This is an optimization exercise on Yosys and OpenROAD, whose aim is small area, not a production implementation.
Only simulation tests tie the RTL to the original design; equivalence was not proved.
Power and IR drop assume default switching activity.

[flow/config.mk]
export PLATFORM = sky130hd
export DESIGN_NAME = ufa_top
export DESIGN_NICKNAME = ufa_top
export VERILOG_FILES = /design/flow/design.v
export SDC_FILE = /design/flow/constraint.sdc
export NUM_CORES = 4
export LEC_CHECK = 0
export CAP_MARGIN = 20
export CORE_MARGIN = 2
export CORE_UTILIZATION = 40
export SLEW_MARGIN = 20
[flow/constraint.sdc]
create_clock -name core_clock -period 10.0 [get_ports {clk}]
set_input_delay 2.0000 -clock core_clock [delete_from_list [all_inputs] [get_ports {clk}]]
set_output_delay 2.0000 -clock core_clock [all_outputs]
set_load 0.01 [all_outputs]
[flow/design.v]
module ufa_top (
  input             clk,
  input             rst,
  input             in_valid,
  output            in_ready,
  input      [1:0]  in_op,
  input      [7:0]  in_data,
  input      [31:0] in_now,
  output            out_valid,
  input             out_ready,
  output     [1:0]  out_kind,
  output     [31:0] out_data
);
  localparam [1:0] OP_FEED = 2'd0, OP_TICK = 2'd1, OP_LOCK = 2'd2;
  localparam [1:0] K_WAKE = 2'd0, K_TX = 2'd1, K_EVENT = 2'd2, K_DIAG = 2'd3;
  localparam [3:0] D_OVERFLOW = 4'd1, D_TOO_SHORT = 4'd2, D_CHECKSUM = 4'd3,
                   D_SIZE = 4'd4, D_SOURCE = 4'd5, D_UNK_CMD = 4'd6,
                   D_UNK_SUB = 4'd7, D_CONFIG = 4'd8;
  localparam [3:0] E_STATUS = 4'd1, E_LOCK = 4'd2, E_LOW_BAT = 4'd3,
                   E_DISCOVERY = 4'd4, E_SETTING = 4'd5, E_UNKNOWN = 4'd6;
  localparam [2:0] LS_PIN = 3'd0, LS_NFC = 3'd1, LS_USER = 3'd2, LS_SELF = 3'd3,
                   LS_TIMEOUT = 3'd4, LS_JAM = 3'd5;
  localparam [1:0] S_IDLE = 2'd0, S_DIAG = 2'd1, S_EVT = 2'd2, S_TX = 2'd3;
  localparam [1:0] F_LOCK = 2'd0, F_ACK = 2'd1, F_DISC = 2'd2, F_POLL = 2'd3;
  localparam [31:0] T_FRAME = 32'd10;
  localparam [31:0] T_POLL  = 32'd1800000;
  reg [5:0]  rx_len;
  reg [7:0]  h_cmd, h_src, h_seq, h_len;
  reg [7:0]  h_p;            
  reg        p_ov, p_90;     
  reg [7:0]  x_prev;         
  reg [7:0]  b_last;         
  reg [31:0] lbt;            
  reg [31:0] lp;             
  reg        lp_zero;        
  reg        discovered;
  reg [3:0]  ph;             
  reg        armed;          
  reg        lpl;            
  reg        ba, ga, bb, gb;   
  reg [1:0]  st;
  reg [1:0]  ftype;
  reg        tt;             
  reg [2:0]  k;              
  reg        poll_pend;
  reg [1:0] nb;
  always @(*) nb = in_now[{ph, 1'b0} +: 2];
  wire [1:0] ka = T_FRAME[{ph, 1'b0} +: 2];
  wire [1:0] kb = T_POLL[{ph, 1'b0} +: 2];
  wire       first = (ph == 4'd0);
  wire [1:0] ra = lbt[1:0];
  wire [1:0] rb = lp[1:0] & {2{~lp_zero}};
  wire [2:0] da = {1'b0, nb} - {1'b0, ra} - {2'b0, ba & ~first};
  wire [2:0] db = {1'b0, nb} - {1'b0, rb} - {2'b0, bb & ~first};
  wire ga0 = (da[0] != ka[0]) ? da[0] : (ga & ~first);
  wire ga1 = (da[1] != ka[1]) ? da[1] : ga0;
  wire gb0 = (db[0] != kb[0]) ? db[0] : (gb & ~first);
  wire gb1 = (db[1] != kb[1]) ? db[1] : gb0;
  wire [5:0] n = rx_len;
  wire ovf        = (n == 6'd0);           
  wire chk_short  = n < 6'd5;
  wire chk_sum    = x_prev != b_last;
  wire chk_size   = {3'd0, n} != ({1'b0, h_len} + 9'd5);
  wire c11 = (h_cmd == 8'h11);
  wire c30 = (h_cmd == 8'h30);
  wire c33 = (h_cmd == 8'h33);
  wire c37 = (h_cmd == 8'h37);
  wire c44 = (h_cmd == 8'h44);
  wire cot = ~(c11 | c30 | c33 | c37 | c44);
  wire chk_src_ok = (h_src == 8'hB0) || (h_src == 8'hB1 && c11);
  wire frame_ok   = !chk_short && !chk_sum && !chk_size && chk_src_ok;
  wire t_short = chk_short;
  wire t_sum   = ~chk_short & chk_sum;
  wire t_size  = ~chk_short & ~chk_sum & chk_size;
  wire t_src   = ~chk_short & ~chk_sum & ~chk_size & ~chk_src_ok;
  wire len0 = (h_len == 8'd0);
  wire len2 = (h_len[7:1] != 7'd0);
  wire q09 = ~p_ov & (h_p == 8'h09);
  wire q15 = ~p_ov & (h_p == 8'h15);
  wire q18 = ~p_ov & (h_p == 8'h18);
  wire q19 = ~p_ov & (h_p == 8'h19);
  wire q1B = ~p_ov & (h_p == 8'h1B);
  wire qA7 = ~p_ov & (h_p == 8'hA7);
  wire qFF = ~p_ov & (h_p == 8'hFF);
  wire q00 = ~p_ov & (h_p == 8'h00);
  wire qpin = p_ov & ~p_90;
  wire qnfc = p_ov & p_90;
  wire qlock = q09 | q15 | q18 | q19 | q1B | qpin | qnfc;
  wire qknown = qlock | qA7;
  wire v30 = frame_ok & c30;
  wire t_unksub = v30 & (len0 | ~qknown);
  wire t_cfg    = frame_ok & c37;
  wire t_unkcmd = frame_ok & cot;
  wire d_v = ovf | t_short | t_sum | t_size | t_src | t_unksub | t_cfg | t_unkcmd;
  wire e_status = frame_ok & c11 & ~len0 & (qFF | q00);
  wire e_lock   = v30 & ~len0 & qlock;
  wire e_bat    = v30 & ~len0 & qA7;
  wire e_disc   = frame_ok & c44;
  wire e_set    = frame_ok & c33;
  wire e_unk    = t_unkcmd | t_unksub;
  wire e_v = e_status | e_lock | e_bat | e_disc | e_set | e_unk;
  wire [1:0] c_reply = e_set ? F_ACK : (e_disc ? F_DISC : 2'd0);
  reg [7:0] tx_byte;
  reg       tx_last;
  always @(*) begin
    tx_byte = 8'h00;
    case (k)
      3'd2: case (ftype)
              F_LOCK: tx_byte = 8'h10;
              F_ACK:  tx_byte = 8'h33;
              F_DISC: tx_byte = 8'h44;
              F_POLL: tx_byte = 8'h11;
            endcase
      3'd3: tx_byte = (ftype == F_ACK || ftype == F_DISC) ? 8'hA1 : 8'hA0;
      3'd4: tx_byte = (ftype == F_ACK || ftype == F_DISC) ? h_seq : 8'h00;
      3'd5: tx_byte = (ftype == F_LOCK || ftype == F_DISC) ? 8'h01 : 8'h00;
      3'd6: case (ftype)
              F_LOCK: tx_byte = {8{tt}};
              F_ACK:  tx_byte = h_seq ^ 8'h92;
              F_DISC: tx_byte = 8'h00;
              F_POLL: tx_byte = 8'hB1;
            endcase
      3'd7: tx_byte = (ftype == F_LOCK) ? (tt ? 8'h4E : 8'hB1) : (h_seq ^ 8'hE4);
      default: tx_byte = 8'h00;
    endcase
    tx_last = (ftype == F_LOCK || ftype == F_DISC) ? (k == 3'd7) : (k == 3'd6);
  end
  wire sd = (st == S_DIAG);
  wire se = (st == S_EVT);
  wire sx = (st == S_TX);
  wire wake = sx & (k[2:1] == 2'd0);
  wire o_ovf   = sd & ovf;
  wire o_short = sd & ~ovf & t_short;
  wire o_sum   = sd & t_sum;
  wire o_size  = sd & t_size;
  wire o_src   = sd & t_src;
  wire o_usub  = sd & t_unksub;
  wire o_cfg   = sd & t_cfg;
  wire o_ucmd  = sd & t_unkcmd;
  wire o_stat  = se & e_status;
  wire o_lock  = se & e_lock;
  wire o_bat   = se & e_bat;
  wire o_disc  = se & e_disc;
  wire o_set   = se & e_set;
  wire o_unk   = se & e_unk;
  wire o_unkany = o_ucmd | o_unk;
  wire o_tx    = sx & ~wake;
  wire o_slot  = o_lock & p_ov & len2;
  reg [31:0] o_data;
  always @(*) begin
    o_data = 32'd0;
    o_data[0] = o_ovf | o_sum | o_src | o_usub | o_stat | o_bat | o_set;
    o_data[1] = o_short | o_sum | o_ucmd | o_usub | o_lock | o_bat | o_unk;
    o_data[2] = o_size | o_src | o_ucmd | o_usub | o_disc | o_set | o_unk;
    o_data[3] = o_cfg;
    if (wake) o_data[0] = ~k[0];
    o_data[4] = (o_usub & ~len0) | (o_stat & qFF) | (o_lock & (qnfc | q18 | q19 | q09));
    o_data[5] = o_lock & (q15 | q18 | q19);
    o_data[6] = o_lock & (q1B | q09);
    o_data[7] = o_slot;
    o_data[15:8]  = ({8{o_ovf}} & 8'd40)
                  | ({8{o_short | o_size}} & {2'd0, n})
                  | ({8{o_sum}} & x_prev)
                  | ({8{o_src}} & h_src)
                  | ({8{o_usub & ~len0 | o_slot}} & h_p)
                  | ({8{o_unkany}} & h_cmd);
    o_data[16] = o_lock & (q15 | q18 | q19 | q1B | qpin | qnfc);
    o_data[17] = o_lock & (q15 | q18 | q1B);
    o_data[23:16] = o_data[23:16]
                  | ({8{o_sum}} & b_last)
                  | ({8{o_size}} & h_len)
                  | ({8{o_src}} & h_cmd)
                  | ({8{o_unkany}} & h_seq);
    o_data[31:24] = {8{o_unkany}} & h_len;
    if (o_tx) o_data[7:0] = tx_byte;
  end
  wire       o_valid = (sd & d_v) | (se & e_v) | sx;
  wire [1:0] o_kind  = sd ? K_DIAG : se ? K_EVENT : (wake ? K_WAKE : K_TX);
  assign out_valid = o_valid;
  assign out_kind  = o_kind;
  assign out_data  = o_data;
  wire out_fire = o_valid & out_ready;
  wire idle     = (st == S_IDLE);
  wire last_ph  = (ph == 4'd15);
  wire vnow = first ? in_valid : armed;
  wire tick_wait = (in_op == OP_TICK) & pf & ~lpl;
  assign in_ready = idle & last_ph & armed & ~tick_wait;
  wire acc = in_valid & in_ready;
  wire fd       = (n != 6'd0) & ga1;
  wire fvalid   = fd & frame_ok;
  wire disc_new = discovered | fvalid;
  wire pf       = disc_new & ((fvalid & (h_cmd == 8'h44)) | gb1);
  wire acc_feed = acc & (in_op == OP_FEED);
  wire acc_tick = acc & (in_op == OP_TICK);
  wire acc_lock = acc & (in_op == OP_LOCK);
  always @(posedge clk) begin
    lbt <= {(vnow & (in_op == OP_FEED)) ? nb : lbt[1:0], lbt[31:2]};
    lp  <= {lpl ? nb : lp[1:0], lp[31:2]};
    ba <= da[2];
    bb <= db[2];
    ga <= ga1;
    gb <= gb1;
    if (first) armed <= in_valid;
    if (acc_feed) begin
      case (rx_len)
        6'd0: h_cmd <= in_data;
        6'd1: h_src <= in_data;
        6'd2: h_seq <= in_data;
        6'd3: h_len <= in_data;
        6'd4: begin
          h_p  <= in_data;
          p_ov <= 1'b0;
        end
        6'd5: if (h_p == 8'h13 || h_p == 8'h90) begin
          h_p  <= in_data;
          p_ov <= 1'b1;
          p_90 <= h_p[7];
        end
        default: ;
      endcase
      b_last <= in_data;
      x_prev <= (rx_len == 6'd0) ? 8'd0 : (x_prev ^ b_last);
    end
    if (acc_lock) tt <= in_data[0];
    if (acc_lock) poll_pend <= 1'b0;
    if (acc_tick) poll_pend <= pf;
  end
  always @(posedge clk) begin
    if (rst) begin
      ph         <= 4'd0;
      st         <= S_IDLE;
      rx_len     <= 6'd0;
      discovered <= 1'b0;
      lp_zero    <= 1'b1;
      lpl        <= 1'b0;
    end else begin
      ph <= ph + 4'd1;
      if (last_ph) lpl <= idle & armed & in_valid & tick_wait;
      case (st)
        S_IDLE: begin
          if (acc_feed) begin
            if (rx_len == 6'd39) begin
              rx_len <= 6'd0;
              st     <= S_DIAG;
            end else begin
              rx_len <= rx_len + 6'd1;
            end
          end
          if (acc_lock) begin
            ftype <= F_LOCK;
            k     <= 3'd0;
            st    <= S_TX;
          end
          if (acc_tick) begin
            discovered <= disc_new;
            if (pf) lp_zero <= 1'b0;
            if (fd) begin
              st <= S_DIAG;
            end else if (pf) begin
              ftype <= F_POLL;
              k     <= 3'd0;
              st    <= S_TX;
            end
          end
        end
        S_DIAG: begin
          if (!o_valid || out_ready)
            st <= ovf ? S_IDLE : S_EVT;
        end
        S_EVT: begin
          if (!o_valid || out_ready) begin
            rx_len <= 6'd0;
            k      <= 3'd0;
            if (c_reply != 2'd0) begin
              ftype <= c_reply;
              st    <= S_TX;
            end else if (poll_pend) begin
              ftype <= F_POLL;
              st    <= S_TX;
            end else begin
              st <= S_IDLE;
            end
          end
        end
        S_TX: begin
          if (out_ready) begin
            k <= k + 3'd1;
            if (tx_last) begin
              k <= 3'd0;
              if (ftype != F_POLL && poll_pend) begin
                ftype <= F_POLL;
              end else begin
                st <= S_IDLE;
              end
            end
          end
        end
      endcase
    end
  end
endmodule
[flow/flow/run.sh]
#!/bin/bash
# Standard ORFS layout (the standard.sh), with two changes:
#  - ports are buffered with the smallest buffer instead of clkdlybuf4s50_1;
#  - CTS uses clkbuf_8 without dummy loads.
set -euo pipefail
bash standard.sh \
  "BUFFER_PORTS_ARGS=-buffer_cell sky130_fd_sc_hd__buf_1" \
  "CTS_ARGS=-sink_clustering_enable -repair_clock_nets -buf_list sky130_fd_sc_hd__clkbuf_8 -dont_use_dummy_load" \
  finish > standard_sh.log 2>&1
[flow/standard.sh]
#!/bin/bash
# synth_recipe.tcl (not shown) runs the flow's synth.tcl, then flattens the netlist and writes it again
# the make line also repeats each setting of config.mk as NAME=value (left out here)
make -C /OpenROAD-flow-scripts/flow DESIGN_CONFIG=/design/flow/config.mk WORK_HOME=/design/flow/orfs CLKGATE_MAP_FILE= SYNTH_SCRIPT=/design/flow/synth_recipe.tcl "${@:-finish}"
==> results of run 1 <==
[area by class of cell]
class | instances | area share
well taps | 229 | 0.0352
clock buffers | 17 | 0.0287
inverters | 42 | 0.0194
repair buffers | 84 | 0.0406
multi-input cells | 514 | 0.430
flip-flops and latches | 149 | 0.446
[cells in the mapped netlist, drive strengths merged (5+ instances only)]
| cell | instances | area share |
|---|---|---|
| nor2b | 11 | 0.0092 |
| a221oi | 10 | 0.013 |
| a311oi | 5 | 0.0059 |
| ha | 25 | 0.042 |
| or3 | 7 | 0.0059 |
| dfxtp | 84 | 0.23 |
| a22o | 7 | 0.0082 |
| nor3 | 21 | 0.015 |
| a21oi | 36 | 0.025 |
| clkbuf | 15 | 0.0076 |
| o21ai | 39 | 0.026 |
| nor4b | 6 | 0.0091 |
| mux2 | 5 | 0.0076 |
| o211ai | 6 | 0.0067 |
| nor4 | 11 | 0.012 |
| a21o | 9 | 0.0091 |
| nand2b | 9 | 0.0076 |
| and3 | 8 | 0.0067 |
| xnor2 | 14 | 0.016 |
| nor2 | 51 | 0.026 |
| inv | 42 | 0.021 |
| a22oi | 9 | 0.0091 |
| nand3 | 30 | 0.021 |
| a31oi | 9 | 0.0076 |
| buf | 18 | 0.013 |
| a211oi | 11 | 0.011 |
| edfxtp | 65 | 0.26 |
| nand2 | 80 | 0.041 |
| nand4 | 7 | 0.0067 |
| and2 | 15 | 0.013 |
| mux4 | 10 | 0.030 |
[through the flow]
stage | power (mW) | worst slack [ns] | util | cell area [um2] | hold WS [ns]
finish | 1.10 | 2.47 | 0.450 | 8140 | 0.308
global route | 1.15 | 2.19 | 0.450 | 8140 | 0.319
CTS | 1.11 | 2.46 | 0.450 | 8140 | 0.311
detailed placement | 0.771 | 2.47 | 0.437 | 7910 | 0.312
global placement | 0.769 | 2.56 | 0.437 | 7910 | 0.310
floorplan | 0.744 | 2.96 | - | 7440 | 0.310
[per-layer routing]
metal / vias up / GRT usage / share of wire
met4: 0 / 0.0659 / 0.018
met5: - / 0 / 0
met2: 205 / 0.303 / 0.46
met3: 25 / 0.0448 / 0.067
met1: 2835 / 0.289 / 0.46
li1: 2839 / - / -
[where the power goes]
group / internal (mW) / switching, mW
clock network: 0.150 / 0.190
registers: 0.664 / 0.0145
logic: 0.0375 / 0.0418
[worst max-delay path, stage by stage]
cell and delay (ns):
buf_1 0.09, mux4_2 0.47, mux4_2 0.55, fa_1 0.39
inv_1 0.08, fa_1 0.45, nor4b_1 0.18, a211oi_1 0.22
a21boi_0 0.45, a31oi_1 0.23, nor2_1 0.17, a31oi_1 0.11
buf_1 0.14
[cell families (layout without fill, tap and decap cells)]
| kind of cell | count (synthesis) | after routing | synth area share |
|---|---|---|---|
| compound gates | 175 | 175 | 0.163 |
| xor+xnor | 17 | 17 | 0.0200 |
| flops | 149 | 149 | 0.488 |
| mux | 15 | 15 | 0.0378 |
| simple gates | 276 | 276 | 0.194 |
| buf+inv | 75 | 143 | 0.0420 |
| fa+ha+maj | 30 | 30 | 0.0541 |
| other cells | 1 | 1 | 0.000504 |
[final timing paths]
check	slack, ns	cells past startpoint	startpoint	to
max	2.47	13	in_now[22]	in_ready
min reg2reg	0.31	0	lbt[16]	lbt[14]
min	0.31	0	lbt[16]	lbt[14]
max reg2reg	5.23	13	ph[0]	st[1]
==> metrics.cfg, run 1 <==
[run_status]
outcome = no timing/DRC/antenna violations

[clock_tree]
cts_resized = 0
cts_buffer_depth = 2
cts_buffers = 17
cts_sinks = 149
cts.clk_slew.worst_paths_ns = 0.10
cts_tree = yes
htreeDepth = 4
clk-insertion-delay-late_ns = 0.47
ctsHoldBuffers = 0
cts-root-buf = clkbuf_8
post_cts_buffers = 0

[min_path]
hold_path.class = reg2reg

[floorplanning]
num_rows = 49
start_util = 0.412
coreArea_mm2 = 0.0181
boundaryPins = 82
die_area_mm2 = 0.0197
die_x_um = 140
die_y_um = 140

[setup_path]
start_kind = primary input
crit_path_end_kind = output port
required_ns = 8.00
crit_arrival_ns = 5.53
cp_max_fo = 5
critPathKind = in2out

[synthesis]
synth-seq-cells = 149
syn-cell-area_mm2 = 0.00744
synth-edff-count = 65
synth.distinct_cells = 86
yosys_warnings = 1
synthArstFlopShare = 0
syn_inst = 738
avgSynthCellArea_um2 = 10.1
yosysSeqAreaShare = 0.488
yosys_most_used_dff = dfxtp_1

[finish]
area_delta_synth_final_pct = 9.35
insertedDiodeCount = 0
drive_above_1_share = 0.0670
final_cell_mix = dfxtp_1 (84), buf_1 (80), nand2_1 (79)
fin_cells = 1035
seq_area_mm2 = 0.00363
fillers = 1758
multi_input_area_mm2 = 0.00350
nNetsFinal = 883
final_common_cell = dfxtp_1
top_regs = lbt (32), lp (32)

[placement]
dp_hpwl_um = 14600
place_congestion = 0.881
port_buffers = 80
post-place-cells = 1018

[grt]
grt_use_total = 0.202
grt_pass1_vias = 5572
grt_max_degree = 24
grt_pass1_wl_um = 30900
grt-ovfl-total = 0
antenna_found_initial = 0

[sta]
rsz0062_at_grt = false
setup_tns_ns = 0
hold_viol = 0
period_share = 0.753
max_freq_mhz = 133
maxSlewViolCount = 0
finalSetupViolations = 0
min_period_ns = 7.53
tightest_slew_ns = 0.868
relSlewSlack = 0.414
clock_skew_ns = 0.0316

[pwr]
power.density_mw_per_mm2 = 135
irDropWorstVdd_mv = 0.116
power.leakage_nw = 2.92

[detailed_routing]
wl_um = 19600
vias = 5904
drtIter0Drc = 411
drc = 0
drtAntennaViolNets = 0
post_drt_wl_per_cell_um = 19.0
vias_per_cell = 5.70
first_pass_iters = 5

[run]
maxCapViolations = 0

==> run 2, diff against run 1 <==
==> flow/run.sh (new file) <==
#!/bin/bash
# synth_recipe.tcl (not shown) runs the flow's synth.tcl, then flattens the netlist and writes it again
# the make line also repeats each setting of config.mk as NAME=value (left out here)
make -C /OpenROAD-flow-scripts/flow DESIGN_CONFIG=/design/flow/config.mk WORK_HOME=/design/flow/orfs CLKGATE_MAP_FILE= SYNTH_SCRIPT=/design/flow/synth_recipe.tcl finish
--- a/flow/config.mk
+++ b/flow/config.mk
@@ -8,4 +8,7 @@
 export CAP_MARGIN = 20
 export CORE_MARGIN = 2
 export CORE_UTILIZATION = 40
+export CTS_BUF_LIST = sky130_fd_sc_hd__clkbuf_8
+export CTS_CLUSTER_DIAMETER = 200
+export CTS_CLUSTER_SIZE = 60
 export SLEW_MARGIN = 20
removed: flow/flow/run.sh
removed: flow/standard.sh
==> metrics.cfg, run 2 <==
[setup_path]
ff2ff_setup_slack_ns = 5.14
critPathKind = in2out
reg2reg_depth = 13
crit_path_end_kind = output port
required_ns = 8.00
cp-startpoint = in_now[30]
crit_arrival_ns = 6.26
cp-endpoint = in_ready
r2r-end = st[1]
timing.rr.start = ph[0]
cp_max_fo = 5
start_kind = primary input

[sta]
setup_tns_ns = 0
hold_viol = 0
rsz0062_at_grt = false
maxSlewViolCount = 0
relSlewSlack = 0.374
hold_ws_ns = 0.332
max_freq_mhz = 121
tightest_slew_ns = 0.936
min_period_ns = 8.26
clock_skew_ns = 0.0169
layout_setup_ws_ns = 1.74
finalSetupViolations = 0
period_share = 0.826

[clock_tree]
cts-root-buf = clkbuf_8
cts_buffer_depth = 2
clk-insertion-delay-late_ns = 0.46
htreeDepth = 4
post_cts_buffers = 0
ctsHoldBuffers = 0
cts_tree = yes
cts_sinks = 149
cts_resized = 0
cts_buffers = 17
cts.clk_slew.worst_paths_ns = 0.10

[pwr]
p_total_mw = 1.26
power.density_mw_per_mm2 = 143
power.leakage_nw = 3.20
irDropWorstVdd_mv = 0.154

[finish]
drive_above_1_share = 0.0831
area_delta_synth_final_pct = 18.5
insertedDiodeCount = 0
nNetsFinal = 880
top_regs = lbt (32), lp (32)
final_common_cell = dfxtp_1
final_cell_mix = dfxtp_1 (84), clkdlybuf4s50_1 (80), nand2_1 (79)

[synthesis]
synth-seq-cells = 149
synth_top_area_cell = edfxtp_1
syn-cell-area_mm2 = 0.00744
synth.distinct_cells = 86
yosys_most_used_dff = dfxtp_1
yosys_warnings = 1
synth-edff-count = 65
synthArstFlopShare = 0
yosysSeqAreaShare = 0.488
syn_inst = 738
synth.most_common_cell = dfxtp_1
synth_top_area_share = 0.262
synth_common_cells = dfxtp_1 (84), nand2_1 (79), edfxtp_1 (65)
avgSynthCellArea_um2 = 10.1
synthTopCellsByArea = edfxtp_1 (26%), dfxtp_1 (23%), ha_1 (4.2%), nand2_1 (4.0%), mux4_2 (3.0%)

[min_path]
hold_path.class = reg2reg
whs_path_depth = 0

[detailed_routing]
post_drt_wl_per_cell_um = 19.8
vias_per_cell = 5.77
drtAntennaViolNets = 0
drtIter0Drc = 508
first_pass_iters = 5
vias = 6042
drc = 0
wl_um = 20700

[grt]
grt_max_degree = 25
grt-ovfl-total = 0
antenna_found_initial = 0
grt_pass1_wl_um = 32600
grt_use_total = 0.213
grt_pass1_vias = 5891

[floorplanning]
die_y_um = 140
die_area_mm2 = 0.0197
start_util = 0.412
num_rows = 49
coreArea_mm2 = 0.0181
die_x_um = 140
boundaryPins = 82

[placement]
port_buffers = 80
dp_hpwl_um = 15600
pre_cts_ws_ns = 1.76
place_congestion = 0.909

[run]
maxCapViolations = 0

[run_status]
outcome = no timing/DRC/antenna violations

==> run 2: worst min path at each step <==
stage	from	endpoint	slack [ns]
finish	lbt[16]	lbt[14]	0.33
global route	lp[26]	lp[24]	0.34
CTS	lbt[16]	lbt[14]	0.33
detailed placement	lbt[18]	lbt[16]	0.31
global placement	lp[2]	lp[0]	0.31
floorplan	lbt[2]	lbt[0]	0.31
==> run 2: layer usage <==
layer  GRT usage  part of all wire
met1       0.292              0.44
met2       0.338              0.47
met3      0.0434             0.070
met4      0.0728             0.021
met5           0                 0
==> run 2: final cells by class <==
| cell class | instances | area, um2 |
|---|---|---|
| clock buffers | 17 | 234 |
| clock inverters | 15 | 199 |
| fillers | 1669 | 9260 |
| inverters | 42 | 158 |
| multi-input cells | 514 | 3500 |
| flip-flops and latches | 149 | 3630 |
| well taps | 229 | 287 |
| repair buffers | 81 | 808 |
==> run 2: per-stage QoR <==
| step | util | instance area (um2) | instances |
|---|---|---|---|
| CTS | 0.488 | 8820 | 1047 |
| floorplan | - | 7440 | 738 |
| detailed placement | 0.464 | 8390 | 1015 |
| finish | 0.488 | 8820 | 1047 |
| global placement | 0.464 | 8380 | 1015 |
| global route | 0.488 | 8820 | 1047 |
==> run 2: logic make-up (layout without fill, tap and decap cells) <==
group           count (synthesis)  after routing  share of synthesized area
buf+inv                        75            155                     0.0420
xor+xnor                       17             17                     0.0200
fa+ha+maj                      30             30                     0.0541
mux                            15             15                     0.0378
flops                         149            149                      0.488
simple gates                  276            276                      0.194
other cells                     1              1                   0.000504
compound gates                175            175                      0.163
==> run 2: worst max-delay path, cell delays in order <==
cell and delay [ns]:
clkdlybuf4s50_1 0.40, mux4_2 0.46, mux4_2 0.56, fa_1 0.38, inv_1 0.07, fa_1 0.45, nor4b_1 0.19, a211oi_1 0.23
a21boi_0 0.50, a31oi_1 0.25, nor2_1 0.18, a31oi_1 0.11, clkdlybuf4s50_1 0.48
==> run 2: report_power, final <==
part | switching [mW] | leakage, nW | total (mW) | internal [mW]
clock network | 0.289 | 0.216 | 0.489 | 0.200
registers | 0.0149 | 1.26 | 0.678 | 0.663
logic | 0.0436 | 1.72 | 0.0927 | 0.0490
total | 0.348 | 3.20 | 1.26 | 0.912
==> run 3, diff against run 2 <==
--- a/flow/design.v
+++ b/flow/design.v
@@ -100,31 +100,31 @@
   wire e_unk    = t_unkcmd | t_unksub;
   wire e_v = e_status | e_lock | e_bat | e_disc | e_set | e_unk;
   wire [1:0] c_reply = e_set ? F_ACK : (e_disc ? F_DISC : 2'd0);
-  reg [7:0] tx_byte;
-  reg       tx_last;
+  reg [7:0] tx_c;
   always @(*) begin
-    tx_byte = 8'h00;
-    case (k)
-      3'd2: case (ftype)
-              F_LOCK: tx_byte = 8'h10;
-              F_ACK:  tx_byte = 8'h33;
-              F_DISC: tx_byte = 8'h44;
-              F_POLL: tx_byte = 8'h11;
-            endcase
-      3'd3: tx_byte = (ftype == F_ACK || ftype == F_DISC) ? 8'hA1 : 8'hA0;
-      3'd4: tx_byte = (ftype == F_ACK || ftype == F_DISC) ? h_seq : 8'h00;
-      3'd5: tx_byte = (ftype == F_LOCK || ftype == F_DISC) ? 8'h01 : 8'h00;
-      3'd6: case (ftype)
-              F_LOCK: tx_byte = {8{tt}};
-              F_ACK:  tx_byte = h_seq ^ 8'h92;
-              F_DISC: tx_byte = 8'h00;
-              F_POLL: tx_byte = 8'hB1;
-            endcase
-      3'd7: tx_byte = (ftype == F_LOCK) ? (tt ? 8'h4E : 8'hB1) : (h_seq ^ 8'hE4);
-      default: tx_byte = 8'h00;
+    case ({ftype, k})
+      {F_LOCK, 3'd2}: tx_c = 8'h10;
+      {F_LOCK, 3'd3}: tx_c = 8'hA0;
+      {F_LOCK, 3'd5}: tx_c = 8'h01;
+      {F_LOCK, 3'd7}: tx_c = 8'hB1;
+      {F_ACK,  3'd2}: tx_c = 8'h33;
+      {F_ACK,  3'd3}: tx_c = 8'hA1;
+      {F_ACK,  3'd6}: tx_c = 8'h92;
+      {F_DISC, 3'd2}: tx_c = 8'h44;
+      {F_DISC, 3'd3}: tx_c = 8'hA1;
+      {F_DISC, 3'd5}: tx_c = 8'h01;
+      {F_DISC, 3'd7}: tx_c = 8'hE4;
+      {F_POLL, 3'd2}: tx_c = 8'h11;
+      {F_POLL, 3'd3}: tx_c = 8'hA0;
+      {F_POLL, 3'd6}: tx_c = 8'hB1;
+      default:        tx_c = 8'h00;
     endcase
-    tx_last = (ftype == F_LOCK || ftype == F_DISC) ? (k == 3'd7) : (k == 3'd6);
-  end
+  end
+  wire m_tt  = tt & (ftype == F_LOCK) & (k[2:1] == 2'b11);
+  wire m_seq = (ftype == F_ACK  & (k == 3'd4 | k == 3'd6)) |
+               (ftype == F_DISC & (k == 3'd4 | k == 3'd7));
+  wire [7:0] tx_byte = tx_c ^ {8{m_tt}} ^ ({8{m_seq}} & h_seq);
+  wire tx_last = (ftype == F_LOCK || ftype == F_DISC) ? (k == 3'd7) : (k == 3'd6);
   wire sd = (st == S_DIAG);
   wire se = (st == S_EVT);
   wire sx = (st == S_TX);
@@ -229,6 +229,7 @@
     if (rst) begin
       ph         <= 4'd0;
       st         <= S_IDLE;
+      k          <= 3'd0;
       rx_len     <= 6'd0;
       discovered <= 1'b0;
       lp_zero    <= 1'b1;
@@ -248,7 +249,6 @@
           end
           if (acc_lock) begin
             ftype <= F_LOCK;
-            k     <= 3'd0;
             st    <= S_TX;
           end
           if (acc_tick) begin
@@ -258,40 +258,29 @@
               st <= S_DIAG;
             end else if (pf) begin
               ftype <= F_POLL;
-              k     <= 3'd0;
               st    <= S_TX;
             end
           end
         end
         S_DIAG: begin
-          if (!o_valid || out_ready)
+          if (out_ready)
             st <= ovf ? S_IDLE : S_EVT;
         end
         S_EVT: begin
-          if (!o_valid || out_ready) begin
+          if (out_ready) begin
             rx_len <= 6'd0;
-            k      <= 3'd0;
-            if (c_reply != 2'd0) begin
-              ftype <= c_reply;
-              st    <= S_TX;
-            end else if (poll_pend) begin
-              ftype <= F_POLL;
-              st    <= S_TX;
-            end else begin
-              st <= S_IDLE;
-            end
+            ftype  <= (c_reply != 2'd0) ? c_reply : F_POLL;
+            st     <= ((c_reply != 2'd0) | poll_pend) ? S_TX : S_IDLE;
           end
         end
         S_TX: begin
           if (out_ready) begin
             k <= k + 3'd1;
             if (tx_last) begin
-              k <= 3'd0;
-              if (ftype != F_POLL && poll_pend) begin
-                ftype <= F_POLL;
-              end else begin
+              k     <= 3'd0;
+              ftype <= F_POLL;
+              if (ftype == F_POLL || !poll_pend)
                 st <= S_IDLE;
-              end
             end
           end
         end
==> flow/flow/run.sh (new file) <==
#!/bin/bash
# Own layout flow: the standard flow (standard.sh) with
#  1. the standard synthesis, then its combinational logic re-mapped by ABC with
#     an area-oriented script (every register cell, name and type is kept:
#     the registers are blackboxes to ABC);
#  2. ports buffered with buf_1 (still one buffer per port);
#  3. CTS with clkbuf_8 and no dummy loads.
# Each tool writes its full output to a log of its own in this folder.
set -euo pipefail
HERE=$(pwd)
PLAT=$FLOW_HOME/platforms/$FLOW_PLATFORM
LIB=$PLAT/lib/sky130_fd_sc_hd__tt_025C_1v80.lib
RES=$HERE/orfs/results/$FLOW_PLATFORM/ufa_top/base
VARS=("BUFFER_PORTS_ARGS=-buffer_cell sky130_fd_sc_hd__buf_1"
      "CTS_ARGS=-sink_clustering_enable -repair_clock_nets -buf_list sky130_fd_sc_hd__clkbuf_8 -dont_use_dummy_load")

# 1. standard synthesis up to the Yosys netlist
bash standard.sh "${VARS[@]}" "$RES/1_2_yosys.v" > log_1_synth.log 2>&1

# 2. re-map the combinational logic
python3 flow/genmodels.py "$LIB" cells_models.v > log_2_models.log 2>&1
DU=$(sed -n '/DONT_USE_CELLS/,/^$/p' $PLAT/config.mk | grep -o 'sky130_fd_sc_hd__[a-z0-9_]*' | sed 's/^/-dont_use /' | tr '\n' ' ')
cp "$RES/1_2_yosys.v" 1_2_yosys_standard.v
cat > resyn.ys <<EOS
read_verilog cells_models.v
read_verilog 1_2_yosys_standard.v
hierarchy -top $FLOW_TOP
flatten
techmap
opt -fast
opt_clean
abc -script $HERE/flow/area.abc -liberty $LIB $DU
opt_clean -purge
splitnets
hilomap -singleton -hicell sky130_fd_sc_hd__conb_1 HI -locell sky130_fd_sc_hd__conb_1 LO
insbuf -buf sky130_fd_sc_hd__buf_4 A X
opt_clean -purge
rename -hide w:*.*
write_verilog -noattr -nohex -nodec 1_2_yosys_resyn.v
tee -o resyn_stat.txt stat -liberty $LIB
EOS
yosys -s resyn.ys > log_2_resyn.log 2>&1
cp 1_2_yosys_resyn.v "$RES/1_2_yosys.v"
rm -f "$RES/1_synth.odb" "$RES/1_synth.sdc"

# 3. the rest of the standard flow
bash standard.sh "${VARS[@]}" finish > log_3_layout.log 2>&1
==> flow/flow/area.abc (new file) <==
strash
ifraig
dc2
&get -n
&st
&synch2
&if -a -K 6
&mfs
&st
&dch -f
&nf -a -R 1000
&put
topo
==> flow/flow/genmodels.py (new file) <==
#!/usr/bin/env python3
"""Write Verilog models of the combinational cells of a liberty file (sequential
cells become blackboxes), so that Yosys can flatten a mapped netlist into plain
logic while leaving every register cell untouched.
usage: genmodels.py LIB OUT"""
import re, sys
lib = open(sys.argv[1]).read()
out = []
for p in re.split(r'\n\s*cell \("', lib)[1:]:
    name = p[:p.index('"')]
    seq = ('ff (' in p) or ('latch (' in p) or ('statetable' in p)
    ins, outs = [], []
    for pn, pb in re.findall(r'pin \("(\w+)"\)\s*\{(.*?)\n\s{8}\}', p, re.S):
        d = re.search(r'direction : "?(\w+)"?', pb)
        if not d:
            continue
        if d.group(1) == 'input':
            ins.append(pn)
        elif d.group(1) == 'output':
            f = re.search(r'function : "(.*?)"', pb)
            outs.append((pn, f.group(1) if f else None))
    ins = list(dict.fromkeys(ins))
    outs = list({o: (o, f) for o, f in outs}.values())
    ports = ', '.join(ins + [o for o, _ in outs])
    decl = ''.join(f' input {i};\n' for i in ins)
    if seq or not outs or any(f is None for _, f in outs):
        out.append(f'(* blackbox *) module {name}({ports});\n{decl}'
                   + ''.join(f' output {o};\n' for o, _ in outs) + 'endmodule\n')
        continue
    body = ''
    for o, f in outs:
        g = f.replace('!', '~')
        g = re.sub(r"(\w+)'", r'~\1', g)
        g = re.sub(r'(\w|\))\s+(?=[\w(~])', r'\1 & ', g)
        body += f' output {o};\n assign {o} = {g};\n'
    out.append(f'module {name}({ports});\n{decl}{body}endmodule\n')
open(sys.argv[2], 'w').write('\n'.join(out))
==> flow/standard.sh (new file) <==
#!/bin/bash
# synth_recipe.tcl (not shown) runs the flow's synth.tcl, then flattens the netlist and writes it again
# the make line also repeats each setting of config.mk as NAME=value (left out here)
make -C /OpenROAD-flow-scripts/flow DESIGN_CONFIG=/design/flow/config.mk WORK_HOME=/design/flow/orfs CLKGATE_MAP_FILE= SYNTH_SCRIPT=/design/flow/synth_recipe.tcl "${@:-finish}"
--- a/flow/config.mk
+++ b/flow/config.mk
@@ -8,7 +8,4 @@
 export CAP_MARGIN = 20
 export CORE_MARGIN = 2
 export CORE_UTILIZATION = 40
-export CTS_BUF_LIST = sky130_fd_sc_hd__clkbuf_8
-export CTS_CLUSTER_DIAMETER = 200
-export CTS_CLUSTER_SIZE = 60
 export SLEW_MARGIN = 20
removed: flow/run.sh
==> metrics.cfg, run 3 <==
[run_status]
outcome = no timing/DRC/antenna violations

[grt]
grt-ovfl-total = 0
grt_use_total = 0.212
grt_pass1_wl_um = 27500
antenna_found_initial = 0
grt_pass1_vias = 5053
grt_max_degree = 20

[placement]
port_buffers = 79
place_congestion = 0.905
placed_area_mm2 = 0.00699
dp_hpwl_um = 12900

[setup_path]
cp_max_fo = 6
r2r-end = poll_pend
ff2ff_setup_slack_ns = 5.54
crit_path_end_kind = output port
required_ns = 8.00
reg2reg_depth = 16
critPathKind = in2out
start_kind = primary input
timing.rr.start = ph[0]
crit_arrival_ns = 5.31

[min_path]
hold_path.class = reg2reg
worstHoldStart = lp[5]
hold_path_end = lp[3]
whs_path_depth = 0

[finish]
design_area_mm2 = 0.00723
final_common_cell = dfxtp_1
fillers = 1520
drive_above_1_share = 0.0328
final_cell_mix = dfxtp_1 (87), buf_1 (79), nor2_1 (69)
top_regs = lbt (32), lp (32)
area_delta_synth_final_pct = 13.0
insertedDiodeCount = 0
nNetsFinal = 780
final_core_util = 0.458

[clock_tree]
cts.clk_slew.worst_paths_ns = 0.08
post_cts_buffers = 0
clk-insertion-delay-late_ns = 0.45
cts_sinks = 149
cts-root-buf = clkbuf_8
htreeDepth = 4
cts_buffer_depth = 2
cts_resized = 0
cts_buffers = 17
ctsHoldBuffers = 0
cts_tree = yes

[synthesis]
avgSynthCellArea_um2 = 10.1
yosys_warnings = 1
syn_inst = 633
syn-cell-area_mm2 = 0.00639

[detailed_routing]
post_drt_wl_per_cell_um = 18.8
vias = 5524
first_pass_iters = 6
wl_um = 17800
vias_per_cell = 5.83
drtIter0Drc = 680
drc = 0
drtAntennaViolNets = 0

[sta]
clock_skew_ns = 0.0399
maxSlewViolCount = 0
relSlewSlack = 0.309
finalSetupViolations = 0
period_share = 0.731
min_period_ns = 7.31
setup_tns_ns = 0
max_freq_mhz = 137
rsz0062_at_grt = false
hold_viol = 0
tightest_slew_ns = 1.03

[floorplanning]
die_x_um = 130
boundaryPins = 82
die_y_um = 130
die_area_mm2 = 0.0170
num_rows = 46
start_util = 0.405
coreArea_mm2 = 0.0158

[run]
maxCapViolations = 0

[pwr]
irDropWorstVdd_mv = 0.0613
power.leakage_nw = 2.42
power.density_mw_per_mm2 = 148
p_total_mw = 1.07

## run 3: stage by stage
| step | setup WS, ns | instances | hold slack [ns] |
|---|---|---|---|
| after floorplan | 3.33 | 634 | 0.310 |
| after global placement | 2.90 | 931 | 0.310 |
| after detailed placement | 2.72 | 931 | 0.312 |
| after CTS | 2.72 | 948 | 0.312 |
| after global routing | 2.36 | 948 | 0.318 |
| final | 2.69 | 948 | 0.309 |
## run 3: worst max-delay path, stage by stage
cell      delay (ns)
buf_1           0.07
o22ai_1         0.08
or4_1           0.48
o211ai_1        0.09
o21ai_0         0.34
maj3_1          0.50
xnor2_1         0.16
o21ai_0         0.18
o31ai_1         0.11
or2_0           0.27
nor3b_1         0.27
o21ai_0         0.13
o21ai_0         0.12
nand2b_1        0.15
and4_1          0.24
buf_1           0.13
## run 3: cell type report
| class | count | area [um2] | area share |
|---|---|---|---|
| repair buffers | 83 | 327 | 0.0452 |
| inverters | 14 | 52.6 | 0.00727 |
| multi-input cells | 469 | 2740 | 0.379 |
| clock buffers | 17 | 234 | 0.0324 |
| well taps | 216 | 270 | 0.0374 |
| flip-flops and latches | 149 | 3600 | 0.499 |
## run 3: power breakdown
part           switching, mW  leakage, nW  internal [mW]
sequential            0.0113         1.30          0.660
clock                  0.191        0.122          0.150
combinational         0.0334        0.999         0.0223
total                  0.235         2.42          0.832
## run 3: how the worst max path moves through the flow
stage,start,endpoint,slack (ns),cells after the start
3_5_place_dp,in_now[14],in_ready,2.72,16
5_1_grt,in_now[8],in_ready,2.36,16
6_report,in_now[14],in_ready,2.69,16
4_1_cts,in_now[14],in_ready,2.72,16
2_1_floorplan,in_now[14],in_ready,3.33,14
3_3_place_gp,in_now[8],in_ready,2.90,16
## run 3: routing by layer
layer	share of wire	global-route usage	up-vias
met4	0.021	0.0651	0
met1	0.46	0.313	2648
met5	0	0	-
met3	0.085	0.0423	36
met2	0.44	0.316	277
li1	-	-	2563
==> run 4, diff against run 3 <==
--- a/flow/design.v
+++ b/flow/design.v
@@ -13,13 +13,6 @@
 );
   localparam [1:0] OP_FEED = 2'd0, OP_TICK = 2'd1, OP_LOCK = 2'd2;
   localparam [1:0] K_WAKE = 2'd0, K_TX = 2'd1, K_EVENT = 2'd2, K_DIAG = 2'd3;
-  localparam [3:0] D_OVERFLOW = 4'd1, D_TOO_SHORT = 4'd2, D_CHECKSUM = 4'd3,
-                   D_SIZE = 4'd4, D_SOURCE = 4'd5, D_UNK_CMD = 4'd6,
-                   D_UNK_SUB = 4'd7, D_CONFIG = 4'd8;
-  localparam [3:0] E_STATUS = 4'd1, E_LOCK = 4'd2, E_LOW_BAT = 4'd3,
-                   E_DISCOVERY = 4'd4, E_SETTING = 4'd5, E_UNKNOWN = 4'd6;
-  localparam [2:0] LS_PIN = 3'd0, LS_NFC = 3'd1, LS_USER = 3'd2, LS_SELF = 3'd3,
-                   LS_TIMEOUT = 3'd4, LS_JAM = 3'd5;
   localparam [1:0] S_IDLE = 2'd0, S_DIAG = 2'd1, S_EVT = 2'd2, S_TX = 2'd3;
   localparam [1:0] F_LOCK = 2'd0, F_ACK = 2'd1, F_DISC = 2'd2, F_POLL = 2'd3;
   localparam [31:0] T_FRAME = 32'd10;
@@ -35,19 +28,23 @@
   reg        lp_zero;        
   reg        discovered;
   reg [3:0]  ph;             
-  reg        armed;          
+  reg        go;             
   reg        lpl;            
   reg        ba, ga, bb, gb;   
+  reg        v_ok, v_44;     
   reg [1:0]  st;
   reg [1:0]  ftype;
   reg        tt;             
   reg [2:0]  k;              
   reg        poll_pend;
-  reg [1:0] nb;
-  always @(*) nb = in_now[{ph, 1'b0} +: 2];
+  wire first   = (ph == 4'd0);
+  wire last_ph = (ph == 4'd15);
+  wire can     = (ph[2:0] == 3'd0);    
+  wire idle    = (st == S_IDLE);
+  wire vnow = first ? (in_valid & idle) : go;
+  wire [1:0] nb = in_now[{ph, 1'b0} +: 2];
   wire [1:0] ka = T_FRAME[{ph, 1'b0} +: 2];
   wire [1:0] kb = T_POLL[{ph, 1'b0} +: 2];
-  wire       first = (ph == 4'd0);
   wire [1:0] ra = lbt[1:0];
   wire [1:0] rb = lp[1:0] & {2{~lp_zero}};
   wire [2:0] da = {1'b0, nb} - {1'b0, ra} - {2'b0, ba & ~first};
@@ -75,6 +72,8 @@
   wire t_src   = ~chk_short & ~chk_sum & ~chk_size & ~chk_src_ok;
   wire len0 = (h_len == 8'd0);
   wire len2 = (h_len[7:1] != 7'd0);
+  wire r13 = (h_p == 8'h13);
+  wire r90 = (h_p == 8'h90);
   wire q09 = ~p_ov & (h_p == 8'h09);
   wire q15 = ~p_ov & (h_p == 8'h15);
   wire q18 = ~p_ov & (h_p == 8'h18);
@@ -83,9 +82,9 @@
   wire qA7 = ~p_ov & (h_p == 8'hA7);
   wire qFF = ~p_ov & (h_p == 8'hFF);
   wire q00 = ~p_ov & (h_p == 8'h00);
-  wire qpin = p_ov & ~p_90;
-  wire qnfc = p_ov & p_90;
-  wire qlock = q09 | q15 | q18 | q19 | q1B | qpin | qnfc;
+  wire q90 = p_ov & p_90;
+  wire qslot = p_ov;
+  wire qlock = q09 | q15 | q18 | q19 | q1B | qslot;
   wire qknown = qlock | qA7;
   wire v30 = frame_ok & c30;
   wire t_unksub = v30 & (len0 | ~qknown);
@@ -145,7 +144,7 @@
   wire o_unk   = se & e_unk;
   wire o_unkany = o_ucmd | o_unk;
   wire o_tx    = sx & ~wake;
-  wire o_slot  = o_lock & p_ov & len2;
+  wire o_slot  = o_lock & qslot & len2;
   reg [31:0] o_data;
   always @(*) begin
     o_data = 32'd0;
@@ -154,7 +153,7 @@
     o_data[2] = o_size | o_src | o_ucmd | o_usub | o_disc | o_set | o_unk;
     o_data[3] = o_cfg;
     if (wake) o_data[0] = ~k[0];
-    o_data[4] = (o_usub & ~len0) | (o_stat & qFF) | (o_lock & (qnfc | q18 | q19 | q09));
+    o_data[4] = (o_usub & ~len0) | (o_stat & qFF) | (o_lock & (q90 | q18 | q19 | q09));
     o_data[5] = o_lock & (q15 | q18 | q19);
     o_data[6] = o_lock & (q1B | q09);
     o_data[7] = o_slot;
@@ -162,9 +161,9 @@
                   | ({8{o_short | o_size}} & {2'd0, n})
                   | ({8{o_sum}} & x_prev)
                   | ({8{o_src}} & h_src)
-                  | ({8{o_usub & ~len0 | o_slot}} & h_p)
+                  | ({8{(o_usub & ~len0) | o_slot}} & h_p)
                   | ({8{o_unkany}} & h_cmd);
-    o_data[16] = o_lock & (q15 | q18 | q19 | q1B | qpin | qnfc);
+    o_data[16] = o_lock & ~q09;
     o_data[17] = o_lock & (q15 | q18 | q1B);
     o_data[23:16] = o_data[23:16]
                   | ({8{o_sum}} & b_last)
@@ -174,52 +173,54 @@
     o_data[31:24] = {8{o_unkany}} & h_len;
     if (o_tx) o_data[7:0] = tx_byte;
   end
-  wire       o_valid = (sd & d_v) | (se & e_v) | sx;
-  wire [1:0] o_kind  = sd ? K_DIAG : se ? K_EVENT : (wake ? K_WAKE : K_TX);
-  assign out_valid = o_valid;
-  assign out_kind  = o_kind;
+  wire o_want = (sd & d_v) | (se & e_v) | sx;
+  wire adv    = can & out_ready;            
+  assign out_valid = adv & o_want;
+  assign out_kind  = sd ? K_DIAG : se ? K_EVENT : (wake ? K_WAKE : K_TX);
   assign out_data  = o_data;
-  wire out_fire = o_valid & out_ready;
-  wire idle     = (st == S_IDLE);
-  wire last_ph  = (ph == 4'd15);
-  wire vnow = first ? in_valid : armed;
+  wire fd        = (n != 6'd0) & ga1;
+  wire fvalid    = fd & v_ok;
+  wire disc_new  = discovered | fvalid;
+  wire pf        = disc_new & ((fvalid & v_44) | gb1);
   wire tick_wait = (in_op == OP_TICK) & pf & ~lpl;
-  assign in_ready = idle & last_ph & armed & ~tick_wait;
+  assign in_ready = last_ph & go & ~tick_wait;
   wire acc = in_valid & in_ready;
-  wire fd       = (n != 6'd0) & ga1;
-  wire fvalid   = fd & frame_ok;
-  wire disc_new = discovered | fvalid;
-  wire pf       = disc_new & ((fvalid & (h_cmd == 8'h44)) | gb1);
   wire acc_feed = acc & (in_op == OP_FEED);
   wire acc_tick = acc & (in_op == OP_TICK);
   wire acc_lock = acc & (in_op == OP_LOCK);
+  wire feed_ld = go & ph[3] & (in_op == OP_FEED);
+  wire ib      = in_data[ph[2:0]];
+  wire ld0 = feed_ld & (rx_len == 6'd0);
+  wire ld1 = feed_ld & (rx_len == 6'd1);
+  wire ld2 = feed_ld & (rx_len == 6'd2);
+  wire ld3 = feed_ld & (rx_len == 6'd3);
+  wire ld4 = feed_ld & (rx_len == 6'd4);
+  wire ld5 = feed_ld & (rx_len == 6'd5);
+  wire p_sel = (ph == 4'd8) ? (r13 | r90) : p_ov;
   always @(posedge clk) begin
     lbt <= {(vnow & (in_op == OP_FEED)) ? nb : lbt[1:0], lbt[31:2]};
     lp  <= {lpl ? nb : lp[1:0], lp[31:2]};
+    h_cmd  <= {ld0 ? ib : h_cmd[0], h_cmd[7:1]};
+    h_src  <= {ld1 ? ib : h_src[0], h_src[7:1]};
+    h_seq  <= {ld2 ? ib : h_seq[0], h_seq[7:1]};
+    h_len  <= {ld3 ? ib : h_len[0], h_len[7:1]};
+    h_p    <= {(ld4 | (ld5 & p_sel)) ? ib : h_p[0], h_p[7:1]};
+    if (ph == 4'd8 && ld4) p_ov <= 1'b0;
+    if (ph == 4'd8 && ld5) begin
+      p_ov <= r13 | r90;
+      p_90 <= r90;
+    end
+    b_last <= {feed_ld ? ib : b_last[0], b_last[7:1]};
+    x_prev <= {feed_ld ? (x_prev[0] ^ b_last[0]) & (rx_len != 6'd0) : x_prev[0],
+               x_prev[7:1]};
     ba <= da[2];
     bb <= db[2];
     ga <= ga1;
     gb <= gb1;
-    if (first) armed <= in_valid;
-    if (acc_feed) begin
-      case (rx_len)
-        6'd0: h_cmd <= in_data;
-        6'd1: h_src <= in_data;
-        6'd2: h_seq <= in_data;
-        6'd3: h_len <= in_data;
-        6'd4: begin
-          h_p  <= in_data;
-          p_ov <= 1'b0;
-        end
-        6'd5: if (h_p == 8'h13 || h_p == 8'h90) begin
-          h_p  <= in_data;
-          p_ov <= 1'b1;
-          p_90 <= h_p[7];
-        end
-        default: ;
-      endcase
-      b_last <= in_data;
-      x_prev <= (rx_len == 6'd0) ? 8'd0 : (x_prev ^ b_last);
+    if (first) go <= in_valid & idle;
+    if (ph == 4'd8) begin
+      v_ok <= frame_ok;
+      v_44 <= frame_ok & c44;
     end
     if (acc_lock) tt <= in_data[0];
     if (acc_lock) poll_pend <= 1'b0;
@@ -236,7 +237,7 @@
       lpl        <= 1'b0;
     end else begin
       ph <= ph + 4'd1;
-      if (last_ph) lpl <= idle & armed & in_valid & tick_wait;
+      if (last_ph) lpl <= go & in_valid & tick_wait;
       case (st)
         S_IDLE: begin
           if (acc_feed) begin
@@ -263,18 +264,18 @@
           end
         end
         S_DIAG: begin
-          if (out_ready)
+          if (adv)
             st <= ovf ? S_IDLE : S_EVT;
         end
         S_EVT: begin
-          if (out_ready) begin
+          if (adv) begin
             rx_len <= 6'd0;
             ftype  <= (c_reply != 2'd0) ? c_reply : F_POLL;
             st     <= ((c_reply != 2'd0) | poll_pend) ? S_TX : S_IDLE;
           end
         end
         S_TX: begin
-          if (out_ready) begin
+          if (adv) begin
             k <= k + 3'd1;
             if (tx_last) begin
               k     <= 3'd0;
==> metrics.cfg, run 4 <==
[run_status]
outcome = no timing/DRC/antenna violations

[finish]
area_delta_synth_final_pct = 13.0
fillers = 1425
nNetsFinal = 801
final_common_cell = dfxtp_1
insertedDiodeCount = 0
final_cell_mix = dfxtp_1 (143), nand2_1 (88), nor2_1 (87)
drive_above_1_share = 0.0305
top_regs = lbt (32), lp (32)

[synthesis]
avgSynthCellArea_um2 = 9.11
yosys_warnings = 1
syn-cell-area_mm2 = 0.00597
syn_inst = 655

[sta]
hold_ws_ns = 0.329
min_period_ns = 6.89
tightest_slew_ns = 0.783
maxSlewViolCount = 0
max_freq_mhz = 145
hold_viol = 0
rsz0062_at_grt = false
finalSetupViolations = 0
clock_skew_ns = 0.0229
setup_tns_ns = 0
relSlewSlack = 0.478
period_share = 0.689

[detailed_routing]
drtIter0Drc = 508
drc = 0
vias = 5303
wl_um = 16100
first_pass_iters = 6
post_drt_wl_per_cell_um = 17.2
vias_per_cell = 5.66
drtAntennaViolNets = 0

[setup_path]
crit_arrival_ns = 4.89
cp_max_fo = 6
required_ns = 8.00
crit_path_end_kind = output port
start_kind = primary input
critPathKind = in2out
ff2ff_setup_slack_ns = 5.54

[pwr]
irDropWorstVdd_mv = 0.130
p_total_mw = 1.23
power.density_mw_per_mm2 = 182
power.leakage_nw = 2.35

[clock_tree]
cts.clk_slew.worst_paths_ns = 0.07
cts_resized = 0
clk-insertion-delay-late_ns = 0.44
cts_tree = yes
cts_buffers = 17
cts_buffer_depth = 2
htreeDepth = 4
post_cts_buffers = 0
cts-root-buf = clkbuf_8
cts_sinks = 151
ctsHoldBuffers = 0

[floorplanning]
die_y_um = 126
die_area_mm2 = 0.0159
start_util = 0.410
die_x_um = 126
num_rows = 44
coreArea_mm2 = 0.0145
boundaryPins = 82

[grt]
grt_pass1_wl_um = 26300
grt_use_total = 0.208
grt_max_degree = 23
grt_pass1_vias = 5106
grt-ovfl-total = 0
antenna_found_initial = 0

[placement]
port_buffers = 79
place_congestion = 0.892
dp_hpwl_um = 11800

[min_path]
hold_path.class = reg2reg

[run]
maxCapViolations = 0

run 4: changes by cell type in the layout (fill, tap and decap cells not counted), moves of 7 or more:
cell      change
o21ai_0      -23
dfxtp_1      +56
nor2_1       +18
nand3_1       +7
edfxtp_1     -54
nand2_1      +32
a21oi_1      -10
run 4: final timing paths:
path | startpoint | endpoint | depth (start not counted)
max | in_now[6] | in_ready | 16
min reg2reg | lbt[8] | lbt[6] | 0
max reg2reg | ph[0] | discovered | 16
min | lbt[8] | lbt[6] | 0
run 4: cell type report:
cell class / instances / area [um2] / share of cell area
Timing Repair Buffer: 82 / 319 / 0.0473
Sequential cell: 151 / 3100 / 0.460
Tap cell: 184 / 230 / 0.0342
Inverter: 9 / 33.8 / 0.00501
Clock buffer: 17 / 234 / 0.0347
Multi-Input combinational cell: 494 / 2820 / 0.418
run 4: worst max-delay path, stage by stage:
cell and delay [ns]:
buf_1 0.08, o22ai_1 0.09, nor2_1 0.12, nor3_1 0.05
or3_1 0.48, and2_0 0.23, nor2_1 0.10, nor2_1 0.05
xnor2_1 0.18, o31a_1 0.16, a2111oi_0 0.06, a211oi_1 0.32
a22oi_1 0.17, nor4_1 0.51, nor2_1 0.14, buf_1 0.16
run 4: metal layers:
metal  up-vias  track usage  part of all wire
li1       2570            -                 -
met4         0       0.0814             0.024
met1      2526        0.269              0.45
met5         -            0                 0
met3        26       0.0616             0.059
met2       181        0.330              0.47
run 4: power breakdown:
part	leakage [nW]	total, mW	switching (mW)	internal [mW]
combinational	0.980	0.169	0.101	0.0677
clock	0.122	0.342	0.193	0.150
sequential	1.25	0.715	0.0516	0.663
run 4: metrics by stage:
step | setup WS [ns] | utilization | instance area, um2 | instances
6_report | 3.11 | 0.464 | 6740 | 937
5_1_grt | 2.73 | 0.464 | 6740 | 937
4_1_cts | 3.12 | 0.464 | 6740 | 937
3_5_place_dp | 3.15 | 0.447 | 6500 | 920
3_3_place_gp | 3.24 | 0.447 | 6500 | 920
2_1_floorplan | 3.67 | - | 5970 | 656
==> run 5, diff against run 4 <==
--- a/flow/design.v
+++ b/flow/design.v
@@ -31,7 +31,6 @@
   reg        go;             
   reg        lpl;            
   reg        ba, ga, bb, gb;   
-  reg        v_ok, v_44;     
   reg [1:0]  st;
   reg [1:0]  ftype;
   reg        tt;             
@@ -39,7 +38,7 @@
   reg        poll_pend;
   wire first   = (ph == 4'd0);
   wire last_ph = (ph == 4'd15);
-  wire can     = (ph[2:0] == 3'd0);    
+  wire can     = (ph[2:0] == 3'd7);    
   wire idle    = (st == S_IDLE);
   wire vnow = first ? (in_valid & idle) : go;
   wire [1:0] nb = in_now[{ph, 1'b0} +: 2];
@@ -179,24 +178,26 @@
   assign out_kind  = sd ? K_DIAG : se ? K_EVENT : (wake ? K_WAKE : K_TX);
   assign out_data  = o_data;
   wire fd        = (n != 6'd0) & ga1;
-  wire fvalid    = fd & v_ok;
+  wire fvalid    = fd & frame_ok;
   wire disc_new  = discovered | fvalid;
-  wire pf        = disc_new & ((fvalid & v_44) | gb1);
+  wire pf        = disc_new & ((fvalid & c44) | gb1);
   wire tick_wait = (in_op == OP_TICK) & pf & ~lpl;
   assign in_ready = last_ph & go & ~tick_wait;
   wire acc = in_valid & in_ready;
   wire acc_feed = acc & (in_op == OP_FEED);
   wire acc_tick = acc & (in_op == OP_TICK);
   wire acc_lock = acc & (in_op == OP_LOCK);
-  wire feed_ld = go & ph[3] & (in_op == OP_FEED);
-  wire ib      = in_data[ph[2:0]];
+  wire ph_ld   = (ph[3] ^ (ph[2:0] == 3'd7)) & ~last_ph;
+  wire feed_ld = go & ph_ld & (in_op == OP_FEED);
+  wire [2:0] bi = ph[2:0] + 3'd1;
+  wire ib      = in_data[bi];
   wire ld0 = feed_ld & (rx_len == 6'd0);
   wire ld1 = feed_ld & (rx_len == 6'd1);
   wire ld2 = feed_ld & (rx_len == 6'd2);
   wire ld3 = feed_ld & (rx_len == 6'd3);
   wire ld4 = feed_ld & (rx_len == 6'd4);
   wire ld5 = feed_ld & (rx_len == 6'd5);
-  wire p_sel = (ph == 4'd8) ? (r13 | r90) : p_ov;
+  wire p_sel = (ph == 4'd7) ? (r13 | r90) : p_ov;
   always @(posedge clk) begin
     lbt <= {(vnow & (in_op == OP_FEED)) ? nb : lbt[1:0], lbt[31:2]};
     lp  <= {lpl ? nb : lp[1:0], lp[31:2]};
@@ -205,8 +206,8 @@
     h_seq  <= {ld2 ? ib : h_seq[0], h_seq[7:1]};
     h_len  <= {ld3 ? ib : h_len[0], h_len[7:1]};
     h_p    <= {(ld4 | (ld5 & p_sel)) ? ib : h_p[0], h_p[7:1]};
-    if (ph == 4'd8 && ld4) p_ov <= 1'b0;
-    if (ph == 4'd8 && ld5) begin
+    if (ph == 4'd7 && ld4) p_ov <= 1'b0;
+    if (ph == 4'd7 && ld5) begin
       p_ov <= r13 | r90;
       p_90 <= r90;
     end
@@ -218,10 +219,6 @@
     ga <= ga1;
     gb <= gb1;
     if (first) go <= in_valid & idle;
-    if (ph == 4'd8) begin
-      v_ok <= frame_ok;
-      v_44 <= frame_ok & c44;
-    end
     if (acc_lock) tt <= in_data[0];
     if (acc_lock) poll_pend <= 1'b0;
     if (acc_tick) poll_pend <= pf;
==> flow/flow/area.abc (replaced) <==
strash
ifraig
dc2
&get -n
&st
&deepsyn -T 120
&dch -f
&nf -a -R 1000
&put
topo
==> metrics.cfg, run 5 <==
[run_status]
outcome = no timing/DRC/antenna violations

[sta]
maxSlewViolCount = 0
clock_skew_ns = 0.0395
setup_tns_ns = 0
relSlewSlack = 0.319
tightest_slew_ns = 1.01
period_share = 0.679
max_freq_mhz = 147
min_period_ns = 6.79
rsz0062_at_grt = false
hold_viol = 0
layout_setup_ws_ns = 3.21
finalSetupViolations = 0

[detailed_routing]
drtIter0Drc = 638
vias = 5040
wl_met1_um = 7180
route.met3.wl_um = 1150
wl_um = 15600
first_pass_iters = 7
post_drt_wl_per_cell_um = 17.6
drc = 0
drtAntennaViolNets = 0
dr_wl_met2_um = 7020
vias_per_cell = 5.68
highest-signal-layer = met4

[min_path]
worstHoldStart = lp[3]
hold_path.class = reg2reg

[floorplanning]
boundaryPins = 82
num_rows = 43
die_area_mm2 = 0.0151
start_util = 0.409
die_x_um = 123
die_y_um = 123
coreArea_mm2 = 0.0138

[setup_path]
timing.rr.start = ph[0]
crit_arrival_ns = 4.79
crit_path_end_kind = output port
critPathKind = in2out
cp_max_fo = 6
required_ns = 8.00
cp-startpoint = in_now[2]
start_kind = primary input

[pwr]
power.leakage_nw = 2.35
power.density_mw_per_mm2 = 161
irDropWorstVdd_mv = 0.175
p_total_mw = 1.03

[finish]
seq_area_mm2 = 0.00304
drive_above_1_share = 0.0297
fillers = 1341
insertedDiodeCount = 0
multi_input_area_mm2 = 0.00257
top_regs = lbt (32), lp (32)
nNetsFinal = 755
final_cell_mix = dfxtp_1 (143), nand2_1 (89), buf_1 (79)
final_common_cell = dfxtp_1
area_delta_synth_final_pct = 13.7
fin_cells = 887

[grt]
grt_max_degree = 26
grt_pass1_vias = 4753
grt-ovfl-total = 0
antenna_found_initial = 0
grt_use_total = 0.216
grt_pass1_wl_um = 25000

[clock_tree]
cts_buffers = 17
cts_resized = 0
post_cts_buffers = 0
clk-insertion-delay-late_ns = 0.46
cts-root-buf = clkbuf_8
ctsHoldBuffers = 0
cts_buffer_depth = 2
htreeDepth = 4
cts_tree = yes
cts_sinks = 149
cts.clk_slew.worst_paths_ns = 0.07

[synthesis]
syn-cell-area_mm2 = 0.00566
avgSynthCellArea_um2 = 9.27
yosys_warnings = 1
syn_inst = 610

[placement]
dp_hpwl_um = 11500
post-place-cells = 870
port_buffers = 79
place_congestion = 0.940
pre_cts_ws_ns = 3.23

[run]
maxCapViolations = 0

==> run 5: layout make-up <==
type,count,area share
flip-flops and latches,149,0.473
multi-input cells,448,0.400
repair buffers,81,0.0484
clock buffers,17,0.0364
well taps,180,0.0350
inverters,12,0.00700
==> run 5: metal layers <==
metal  global-route usage  up-vias
met2                0.332      207
met4               0.0711        0
li1                     -     2425
met3               0.0535       27
met5                    0        -
met1                0.299     2381
==> run 5: worst max-delay path: stages <==
cell and delay [ns]:
buf_1 0.09, o22ai_1 0.18, nor2_1 0.06, or4_1 0.65, a21oi_1 0.28, xnor2_1 0.15, a21oi_1 0.05, o21bai_1 0.17
nand2_1 0.14, a21oi_1 0.09, o21ai_0 0.35, a21oi_1 0.17, a21oi_1 0.24, buf_1 0.18
==> run 5: path summary, 6_finish.rpt <==
check	end	slack, ns	cells past startpoint
max reg2reg	st[1]	5.93	18
min reg2reg	lp[1]	0.32	0
max	in_ready	3.21	14
min	lp[1]	0.32	0
==> run 5: per-stage QoR <==
step | hold slack, ns | util | area, um2
floorplan | 0.310 | - | 5660
global placement | 0.312 | 0.447 | 6190
detailed placement | 0.312 | 0.447 | 6190
CTS | 0.323 | 0.464 | 6420
global route | 0.328 | 0.465 | 6430
finish | 0.322 | 0.465 | 6430
==> run 5: power breakdown <==
part	internal, mW	switching (mW)	total [mW]
sequential	0.627	0.0134	0.640
combinational	0.0250	0.0330	0.0579
clock	0.149	0.186	0.335
total	0.801	0.232	1.03

-- what the ideal ports hide --
No port has a modelled driver above. Below, the same layouts with a new extraction and two added sets of constraints.
Step 1: set_driving_cell puts a clkbuf_16 on clk and a buf_2 on each other input, an assumption about the parent block.
Step 2, shift: input delay + t, output delay - t, t = (earliest + latest rising clock arrival at the registers) / 2. This alone moves slack from input paths to output paths.
Three values: ideal ports, drivers, drivers and shift; two values: the first two.
run	t (ns)	slack for setup (ns)	worst hold slack (ns)	worst register clock-pin slew, ns	pins driven straight from the clock port
run 1	0.487	2.474 / 2.452 / 2.452	0.308 / 0.308 / 0.308	0.10 / 0.10	1
run 2	0.489	1.738 / 1.710 / 1.710	0.332 / 0.332 / 0.332	0.11 / 0.11	1
run 3	0.464	2.687 / 2.659 / 2.659	0.309 / 0.309 / 0.309	0.10 / 0.10	1
run 4	0.466	3.109 / 3.083 / 3.083	0.329 / 0.329 / 0.329	0.08 / 0.08	1
run 5	0.477	3.208 / 3.184 / 3.184	0.322 / 0.322 / 0.322	0.10 / 0.10	1
After both steps every run listed still meets setup and hold.
